Source: an optimization exercise on an open RTL-to-GDS flow (aim: small area). Production flows keep margins and buffers that such runs may drop.
Function was checked by simulation only, so behaviour that the tests miss may differ from the original.

// rd_dds
module rd_dds (
  input  wire        clk,
  input  wire        rst,           
  input  wire [31:0] cmd,
  input  wire        cmd_valid,
  output wire        cmd_ready,
  input  wire        tick,
  input  wire        dial_active,
  input  wire        pulse,
  input  wire        db_release,
  input  wire        sf_inhibit,
  input  wire [1:0]  map_policy,
  output wire [7:0]  sample,
  output wire        out_en,
  output wire        busy,
  output wire [4:0]  digit,
  output wire        digit_valid,
  output wire        sf_arm,
  output wire        sf_cancel
);
  rd_dds_engine u_engine (
    .clk(clk), .rst(rst),
    .cmd(cmd), .cmd_valid(cmd_valid), .cmd_ready(cmd_ready),
    .tick(tick),
    .sample(sample), .out_en(out_en), .busy(busy)
  );
  rd_dds_decoder u_decoder (
    .clk(clk), .rst(rst),
    .dial_active(dial_active), .pulse(pulse), .db_release(db_release),
    .sf_inhibit(sf_inhibit), .map_policy(map_policy),
    .digit(digit), .digit_valid(digit_valid),
    .sf_arm(sf_arm), .sf_cancel(sf_cancel)
  );
endmodule
For scale: ~650 cells after synthesis, roughly 0.0042 sq mm of cells after synthesis.
Settings: LEC_CHECK=0, CAP_MARGIN=20, CORE_MARGIN=2, CORE_UTILIZATION=40, PLACE_DENSITY=0.6, SLEW_MARGIN=20; clock period 10.0 ns.
standard.sh (not shown) runs the stock make flow with config.mk's settings and CLKGATE_MAP_FILE= SYNTH_SCRIPT=/design/flow/synth_recipe.tcl, a recipe that flattens the netlist after the stock synthesis.
==> flow/flow/run.sh <==
#!/bin/bash
# Own layout flow:
#   1. the standard synthesis (standard.sh synth), unchanged;
#   2. its combinational cells remapped for area with yosys + ABC (four runs of eight
#      rounds of ABC deepsyn with different seeds, the smallest kept); every flip-flop instance
#      is kept as the standard synthesis made it;
#   3. the standard layout (standard.sh) from the remapped netlist, with
#      buf_1 port buffers and a clock tree of clkbuf_2 (root clkbuf_4) without dummy loads.
# Each tool writes its full output to a log file in this folder.
set -euo pipefail
W=$(pwd)
R=$W/orfs/results/$FLOW_PLATFORM/rd_dds/base
LIB=$FLOW_HOME/platforms/$FLOW_PLATFORM/lib/sky130_fd_sc_hd__tt_025C_1v80.lib
YOSYS=$FLOW_HOME/../tools/install/yosys/bin/yosys

bash standard.sh synth > 1_standard_synth.log 2>&1
cp "$R/1_2_yosys.v" "$W/1_2_yosys_standard.v"

# liberty of the combinational cells the standard netlist uses (read as logic)
CELLS=$(grep -oE 'sky130_fd_sc_hd__[a-z0-9_]+' "$W/1_2_yosys_standard.v" | sort -u |
        grep -vE '__(df|edf|sdf|dl|sdl|conb)' || true)
python3 flow/libsub.py "$LIB" $CELLS > "$W/comb.lib"
# liberty ABC maps to: plain combinational cells only
python3 flow/libsub.py "$LIB" --map > "$W/map.lib"

for s in 1 2 3 4; do
  mkdir -p "$W/remap$s"
  sed -e "s#@S@#$s#g" -e "s#@S1@#$((s + 10))#g" -e "s#@S2@#$((s + 20))#g" -e "s#@S3@#$((s + 30))#g" -e "s#@S4@#$((s + 40))#g" -e "s#@S5@#$((s + 50))#g" -e "s#@S6@#$((s + 60))#g" -e "s#@S7@#$((s + 70))#g" flow/area.abc > "$W/remap$s/area.abc"
  sed -e "s#@LIB@#$LIB#g" -e "s#@W@#$W#g" -e "s#@D@#$W/remap$s#g" flow/reopt.ys > "$W/remap$s/reopt.ys"
  "$YOSYS" -s "$W/remap$s/reopt.ys" > "2_yosys_remap$s.log" 2>&1 &
done
wait
best=""; best_area=""
for s in 1 2 3 4; do
  a=$(awk '/Chip area/ {print $NF}' "$W/remap$s/after.txt" 2>/dev/null || true)
  [[ -n "$a" && -f "$W/remap$s/1_2_yosys.v" ]] || continue
  if [[ -z "$best" ]] || awk -v a="$a" -v b="$best_area" 'BEGIN{exit !(a < b)}'; then
    best=$s; best_area=$a
  fi
done
echo "remap runs: best $best, area $best_area" > 2_remap_choice.log
cp "$W/remap$best/1_2_yosys.v" "$R/1_2_yosys.v"

export BUFFER_PORTS_ARGS="-buffer_cell sky130_fd_sc_hd__buf_1"
export CTS_ARGS="-sink_clustering_enable -repair_clock_nets -dont_use_dummy_load -buf_list sky130_fd_sc_hd__clkbuf_2 -root_buf sky130_fd_sc_hd__clkbuf_4"
bash standard.sh > 3_standard_layout.log 2>&1
==> flow/flow/area.abc <==
strash
&get -n
&deepsyn -T 120 -S @S@
&put
dc2
dch -f
amap -m
strash
&get -n
&deepsyn -T 40 -S @S1@
&put
dch -f
amap -m
strash
&get -n
&deepsyn -T 40 -S @S2@
&put
dch -f
amap -m
strash
&get -n
&deepsyn -T 40 -S @S3@
&put
dch -f
amap -m
strash
&get -n
&deepsyn -T 40 -S @S4@
&put
dch -f
amap -m
strash
&get -n
&deepsyn -T 40 -S @S5@
&put
dch -f
amap -m
strash
&get -n
&deepsyn -T 40 -S @S6@
&put
dch -f
amap -m
strash
&get -n
&deepsyn -T 40 -S @S7@
&put
dch -f
amap -m
topo
Other scripts of this flow, unchanged in this note and not shown: flow/flow/libsub.py, flow/flow/reopt.ys
==> next run, changes <==
--- a/flow/flow/run.sh
+++ b/flow/flow/run.sh
@@ -3,7 +3,7 @@
 #   1. the standard synthesis (standard.sh synth), unchanged;
-#   2. its combinational cells remapped for area with yosys + ABC (four runs of eight
-#      rounds of ABC deepsyn with different seeds, the smallest kept); every flip-flop instance
+#   2. its combinational cells remapped for area with yosys + ABC (four runs
+#      with different ABC seeds, the smallest kept); every flip-flop instance
 #      is kept as the standard synthesis made it;
 #   3. the standard layout (standard.sh) from the remapped netlist, with
-#      buf_1 port buffers and a clock tree of clkbuf_2 (root clkbuf_4) without dummy loads.
+#      buf_1 port buffers and a clock tree of clkbuf_4 without dummy loads.
 # Each tool writes its full output to a log file in this folder.
@@ -27,3 +27,3 @@
   mkdir -p "$W/remap$s"
-  sed -e "s#@S@#$s#g" -e "s#@S1@#$((s + 10))#g" -e "s#@S2@#$((s + 20))#g" -e "s#@S3@#$((s + 30))#g" -e "s#@S4@#$((s + 40))#g" -e "s#@S5@#$((s + 50))#g" -e "s#@S6@#$((s + 60))#g" -e "s#@S7@#$((s + 70))#g" flow/area.abc > "$W/remap$s/area.abc"
+  sed -e "s#@S@#$s#g" flow/area.abc > "$W/remap$s/area.abc"
   sed -e "s#@LIB@#$LIB#g" -e "s#@W@#$W#g" -e "s#@D@#$W/remap$s#g" flow/reopt.ys > "$W/remap$s/reopt.ys"
@@ -44,3 +44,3 @@
 export BUFFER_PORTS_ARGS="-buffer_cell sky130_fd_sc_hd__buf_1"
-export CTS_ARGS="-sink_clustering_enable -repair_clock_nets -dont_use_dummy_load -buf_list sky130_fd_sc_hd__clkbuf_2 -root_buf sky130_fd_sc_hd__clkbuf_4"
+export CTS_ARGS="-sink_clustering_enable -repair_clock_nets -dont_use_dummy_load -buf_list sky130_fd_sc_hd__clkbuf_4 -root_buf sky130_fd_sc_hd__clkbuf_4"
 bash standard.sh > 3_standard_layout.log 2>&1
==> flow/flow/area.abc (replaced) <==
strash
&get -n
&deepsyn -T 150 -S @S@
&put
dc2
dch -f
amap -m
topo
- synthesized cell count is higher by 3.4%
- clock skew goes up by 0.014 ns
- synthesized area rises by 2.2%
- worst hold slack loses 0.024 ns
- maximum frequency went down by 7.4%
- setup slack gets worse by 0.56 ns
- critical path depth rose by 6

-- afterwards: timing with drivers on the ports --
No port has a modelled driver above. Below, the same layouts with a new extraction and two added sets of constraints.
Step 1 sets driving cells, clkbuf_16 on the clock port and buf_2 on the other inputs (assumed; they add their load-dependent delay and slew).
Step 2 also shifts input and output timing later by t, the mid clock arrival at the registers, as if the neighbouring blocks saw the same clock.
Three values: no drivers, after step 1, after step 2; two values: the first two.
| run | t, ns | setup slack, ns | worst setup path at the end | worst data-port slew with drivers (ns) |
|---|---|---|---|---|
| the first run | 0.439 | 3.010 / 2.982 / 3.421 | register to output | 0.03 |
| the second run | 0.445 | 2.449 / 2.418 / 2.754 | input to register | 0.04 |
After both steps every run listed still meets setup and hold.
